What follows belongs to an exercise in optimizing a design on an open flow for small area, a short achievable clock period and few clock cycles; a production flow would make more cautious choices.
Function was checked by simulation only, so behaviour that the tests miss may differ from the original.
No activity file was given, so power comes from the tool's default toggle rates.

// cmpsc_expand
module cmpsc_expand (
    input  wire        clk,
    input  wire        rst,
    input  wire        start,
    input  wire [3:0]  cdss,
    input  wire [18:0] origin_pg,      
    input  wire [2:0]  cbn_in,
    input  wire [30:0] src_addr_in,
    input  wire [31:0] src_len_in,
    input  wire [30:0] dst_addr_in,
    input  wire [31:0] dst_len_in,
    input  wire [31:0] budget,
    output reg         busy,
    output reg         done,
    output reg  [2:0]  status,
    output reg  [2:0]  cbn_out,
    output reg  [30:0] src_addr_out,
    output reg  [31:0] src_len_out,
    output reg  [30:0] dst_addr_out,
    output reg  [31:0] dst_len_out,
    output reg         mem_req,
    output reg         mem_we,
    output reg  [27:0] mem_addr,
    output wire [63:0] mem_wdata,
    output wire [7:0]  mem_wstrb,
    input  wire        mem_gnt,
    input  wire        mem_rvalid,
    input  wire [63:0] mem_rdata
);
Size in the first run: about 3800 cells after synthesis, roughly 490 I/O pins, roughly 37000 sq um of cells after synthesis.
Settings: LEC_CHECK=0, ABC_CLOCK_PERIOD_IN_PS=4000, CAP_MARGIN=20, CORE_MARGIN=2, CORE_UTILIZATION=65, PLACE_DENSITY=0.75, SETUP_SLACK_MARGIN=5, SLEW_MARGIN=20; clock period 10.0 ns.
standard.sh (not shown) runs the stock make flow with config.mk's settings and CLKGATE_MAP_FILE= SYNTH_SCRIPT=/design/flow/synth_recipe.tcl, a recipe that flattens the netlist after the stock synthesis.
==> flow/flow/run.sh <==
#!/bin/bash
# The standard ORFS flow (standard synthesis included), with these changes:
# - the resizer may swap cells of a different footprint (so the port
#   buffers can be resized),
# - every input and output port still gets a buffer, a plain buf_1,
# - the clock tree is built from smaller buffers (clkbuf_4, clkbuf_8 at the
#   root), without dummy loads.
# make's output goes to layout.log; ORFS keeps each step's log under orfs/logs.
set -o pipefail
bash standard.sh \
    MATCH_CELL_FOOTPRINT=0 \
    SETUP_SLACK_MARGIN=6.5 \
    "BUFFER_PORTS_ARGS=-buffer_cell sky130_fd_sc_hd__buf_1" \
    "CTS_ARGS=-sink_clustering_enable -repair_clock_nets -buf_list sky130_fd_sc_hd__clkbuf_4 -root_buf sky130_fd_sc_hd__clkbuf_8 -dont_use_dummy_load" \
    finish > layout.log 2>&1
Testbench counts at the start, summed over its fixed seeds: cycles 31,584.
Next try:
--- a/flow/flow/run.sh
+++ b/flow/flow/run.sh
@@ -12 +12 @@
-    SETUP_SLACK_MARGIN=6.5 \
+    SETUP_SLACK_MARGIN=6.2 \
CORE_UTILIZATION = 55   (was 65)
PLACE_DENSITY = 0.7   (was 0.75)
=> Non-clock buffer count goes down by 134. Synthesized area does not change. Combinational power shrinks by roughly a tenth. Worst hold slack barely changes. Routed wire length fell slightly. Die area is higher by about a fifth. Utilization drops by 14 points. Sequential share of layout area goes up by 1.3 points. Count of clock-buffer cells in the layout climbs by 8. Worst setup slack degrades by 0.16 ns.
Next try:
--- a/flow/flow/run.sh
+++ b/flow/flow/run.sh
@@ -12 +12 @@
-    SETUP_SLACK_MARGIN=6.2 \
+    SETUP_SLACK_MARGIN=6.5 \
What happened: The new run completed with no timing, DRC or antenna violations; clock-buffer cell count rises by 2; total power is higher by a few percent; final area is higher by a few percent; first-iteration DRC count came out higher by a few percent; setup slack is better by 0.23 ns; fmax increases by a few percent; worst hold slack is worse by 0.0032 ns; routed wire length is higher by a few percent.
Next try:
--- a/flow/flow/run.sh
+++ b/flow/flow/run.sh
@@ -12 +12 @@
-    SETUP_SLACK_MARGIN=6.5 \
+    SETUP_SLACK_MARGIN=6.8 \
After rerunning:
- non-clock buffer count rises by 218
- core utilization rose by 5.6 points
- worst setup slack loses 0.078 ns
- synthesized cell count stays the same
- via count went up by 5.5%
- global-route usage is higher by 0.94 points
- clock skew falls by 0.018 ns
- sequential share of layout area is lower by 2.9 points
- hold slack improves by 0.025 ns
- cell area goes up by 8.7%


cmpsc_expand, a different RTL version from the one above (not shown whole).
Size: about 3800 cells after synthesis, about 610 flip-flops, about 490 I/O pins, roughly 0.037 mm2 of cells after synthesis.
## cmpsc_expand
module cmpsc_expand (
    input  wire        clk,
    input  wire        rst,
    input  wire        start,
    input  wire [3:0]  cdss,
    input  wire [18:0] origin_pg,      
    input  wire [2:0]  cbn_in,
    input  wire [30:0] src_addr_in,
    input  wire [31:0] src_len_in,
    input  wire [30:0] dst_addr_in,
    input  wire [31:0] dst_len_in,
    input  wire [31:0] budget,
    output reg         busy,
    output reg         done,
    output reg  [2:0]  status,
    output reg  [2:0]  cbn_out,
    output reg  [30:0] src_addr_out,
    output reg  [31:0] src_len_out,
    output reg  [30:0] dst_addr_out,
    output reg  [31:0] dst_len_out,
    output reg         mem_req,
    output reg         mem_we,
    output reg  [27:0] mem_addr,
    output wire [63:0] mem_wdata,
    output wire [7:0]  mem_wstrb,
    input  wire        mem_gnt,
    input  wire        mem_rvalid,
    input  wire [63:0] mem_rdata
);
    localparam [2:0] ST_CC0 = 3'd0, ST_CC1 = 3'd1, ST_CC3 = 3'd3,
                     ST_DATA = 3'd4, ST_PARAM = 3'd5;
    localparam [2:0] S_IDLE  = 3'd0,
                     S_BOUND = 3'd1,    
                     S_SRC   = 3'd2,    
                     S_P1    = 3'd3,    
                     S_P1C   = 3'd4,    
                     S_P2    = 3'd5,    
                     S_P2C   = 3'd6,    
                     S_DRAIN = 3'd7;    
    reg [2:0]  state;
    reg [2:0]  c;             
    reg [18:0] origin;
    reg [14:0] ohi1;          
    reg [32:0] rem;           
    reg        committed;
    reg [63:0] sbuf;          
    reg [15:0] stail;         
    reg        sv;            
    reg        ahead;         
    reg [6:0]  hops;          
    reg [8:0]  sym_len;       
    reg        l_big;         
    reg [8:0]  lend;          
    reg [3:0]  pend;          
    reg [63:0] ent;
    reg        nxt;           
    reg [27:0] raddr;
  ...
==> flow/config.mk <==
export PLATFORM = sky130hd
export DESIGN_NAME = cmpsc_expand
export DESIGN_NICKNAME = cmpsc_expand
export VERILOG_FILES = /design/flow/design.v
export SDC_FILE = /design/flow/constraint.sdc
export NUM_CORES = 4
export LEC_CHECK = 0
export ABC_CLOCK_PERIOD_IN_PS = 4000
export CAP_MARGIN = 20
export CORE_MARGIN = 2
export CORE_UTILIZATION = 55
export PLACE_DENSITY = 0.65
export SETUP_SLACK_MARGIN = 5
export SLEW_MARGIN = 20
==> flow/constraint.sdc <==
create_clock -name core_clock -period 10.0 [get_ports {clk}]
set_input_delay 2.0000 -clock core_clock [delete_from_list [all_inputs] [get_ports {clk}]]
set_output_delay 2.0000 -clock core_clock [all_outputs]
set_load 0.01 [all_outputs]
==> flow/flow/run.sh <==
#!/bin/bash
# The standard ORFS flow (standard synthesis included), with these changes:
# - the resizer may swap cells of a different footprint (so the port
#   buffers can be resized),
# - every input and output port still gets a buffer, a plain buf_1,
# - the clock tree is built from smaller buffers (clkbuf_4, clkbuf_8 at the
#   root), without dummy loads.
# make's output goes to layout.log; ORFS keeps each step's log under orfs/logs.
set -o pipefail
bash standard.sh \
    MATCH_CELL_FOOTPRINT=0 \
    SETUP_SLACK_MARGIN=6.5 \
    "BUFFER_PORTS_ARGS=-buffer_cell sky130_fd_sc_hd__buf_1" \
    "CTS_ARGS=-sink_clustering_enable -repair_clock_nets -buf_list sky130_fd_sc_hd__clkbuf_4 -root_buf sky130_fd_sc_hd__clkbuf_8 -dont_use_dummy_load" \
    finish > layout.log 2>&1
Testbench counts at the start, summed over its fixed seeds: cycles 31,270.
Next try:
- PLACE_DENSITY: 0.65 -> 0.7
The new run completed without violations.
Clock-buffer cell count falls by 4.
Worst setup slack is worse by 49 ps.
Area after synthesis does not change.
Power is about the same.
First-iteration DRC count rises by 23%.
Design area is about the same.
Synthesized cell count does not change.
Next try:
--- a/flow/flow/run.sh
+++ b/flow/flow/run.sh
@@ -10,5 +10,5 @@
 bash standard.sh \
     MATCH_CELL_FOOTPRINT=0 \
-    SETUP_SLACK_MARGIN=6.5 \
+    SETUP_SLACK_MARGIN=6.4 \
     "BUFFER_PORTS_ARGS=-buffer_cell sky130_fd_sc_hd__buf_1" \
     "CTS_ARGS=-sink_clustering_enable -repair_clock_nets -buf_list sky130_fd_sc_hd__clkbuf_4 -root_buf sky130_fd_sc_hd__clkbuf_8 -dont_use_dummy_load" \
- CORE_UTILIZATION: 55 -> 50
The changed run completed with no timing, DRC or antenna violations. Synthesized area stays the same. Worst hold slack loses 5.1 ps. Clock power climbs by about 3%. Power drops by 0.74%. Final cell count is about the same. Cell area drops by 1.8%. Critical path depth does not change.

==> re-timing with driven ports <==
Ports are ideal in the flow. The routed layouts listed here were re-timed in OpenROAD. Step 1, drivers: a clkbuf_16 drives clk and a buf_2 each remaining input, both assumed. Step 2, shift: input delay + t, output delay - t, t = (earliest + latest rising clock arrival at the registers) / 2. This alone moves slack from input paths to output paths. Three values: ideal ports, drivers, drivers and shift; two values: the first two.
run | shift t [ns] | setup WS [ns] | slew at the worst register clock pin (ns) | worst slew at a driven data input, ns
the first run of note 1 | 0.849 | 6.372 / 6.383 / 5.534 | 0.08 / 0.08 | 0.10
the second run of note 1 | 0.840 | 6.208 / 6.198 / 5.358 | 0.07 / 0.07 | 0.12
the third run of note 1 | 0.837 | 6.437 / 6.404 / 5.578 | 0.07 / 0.07 | 0.13
the fourth run of note 1 | 0.858 | 6.359 / 6.343 / 5.485 | 0.08 / 0.08 | 0.14
the first run of note 2 | 0.848 | 6.328 / 6.334 / 5.486 | 0.08 / 0.08 | 0.09
the second run of note 2 | 0.868 | 6.279 / 6.296 / 5.428 | 0.08 / 0.08 | 0.10
the third run of note 2 | 0.876 | 6.309 / 6.311 / 5.435 | 0.08 / 0.08 | 0.11
After both steps setup and hold are still met in every run listed.
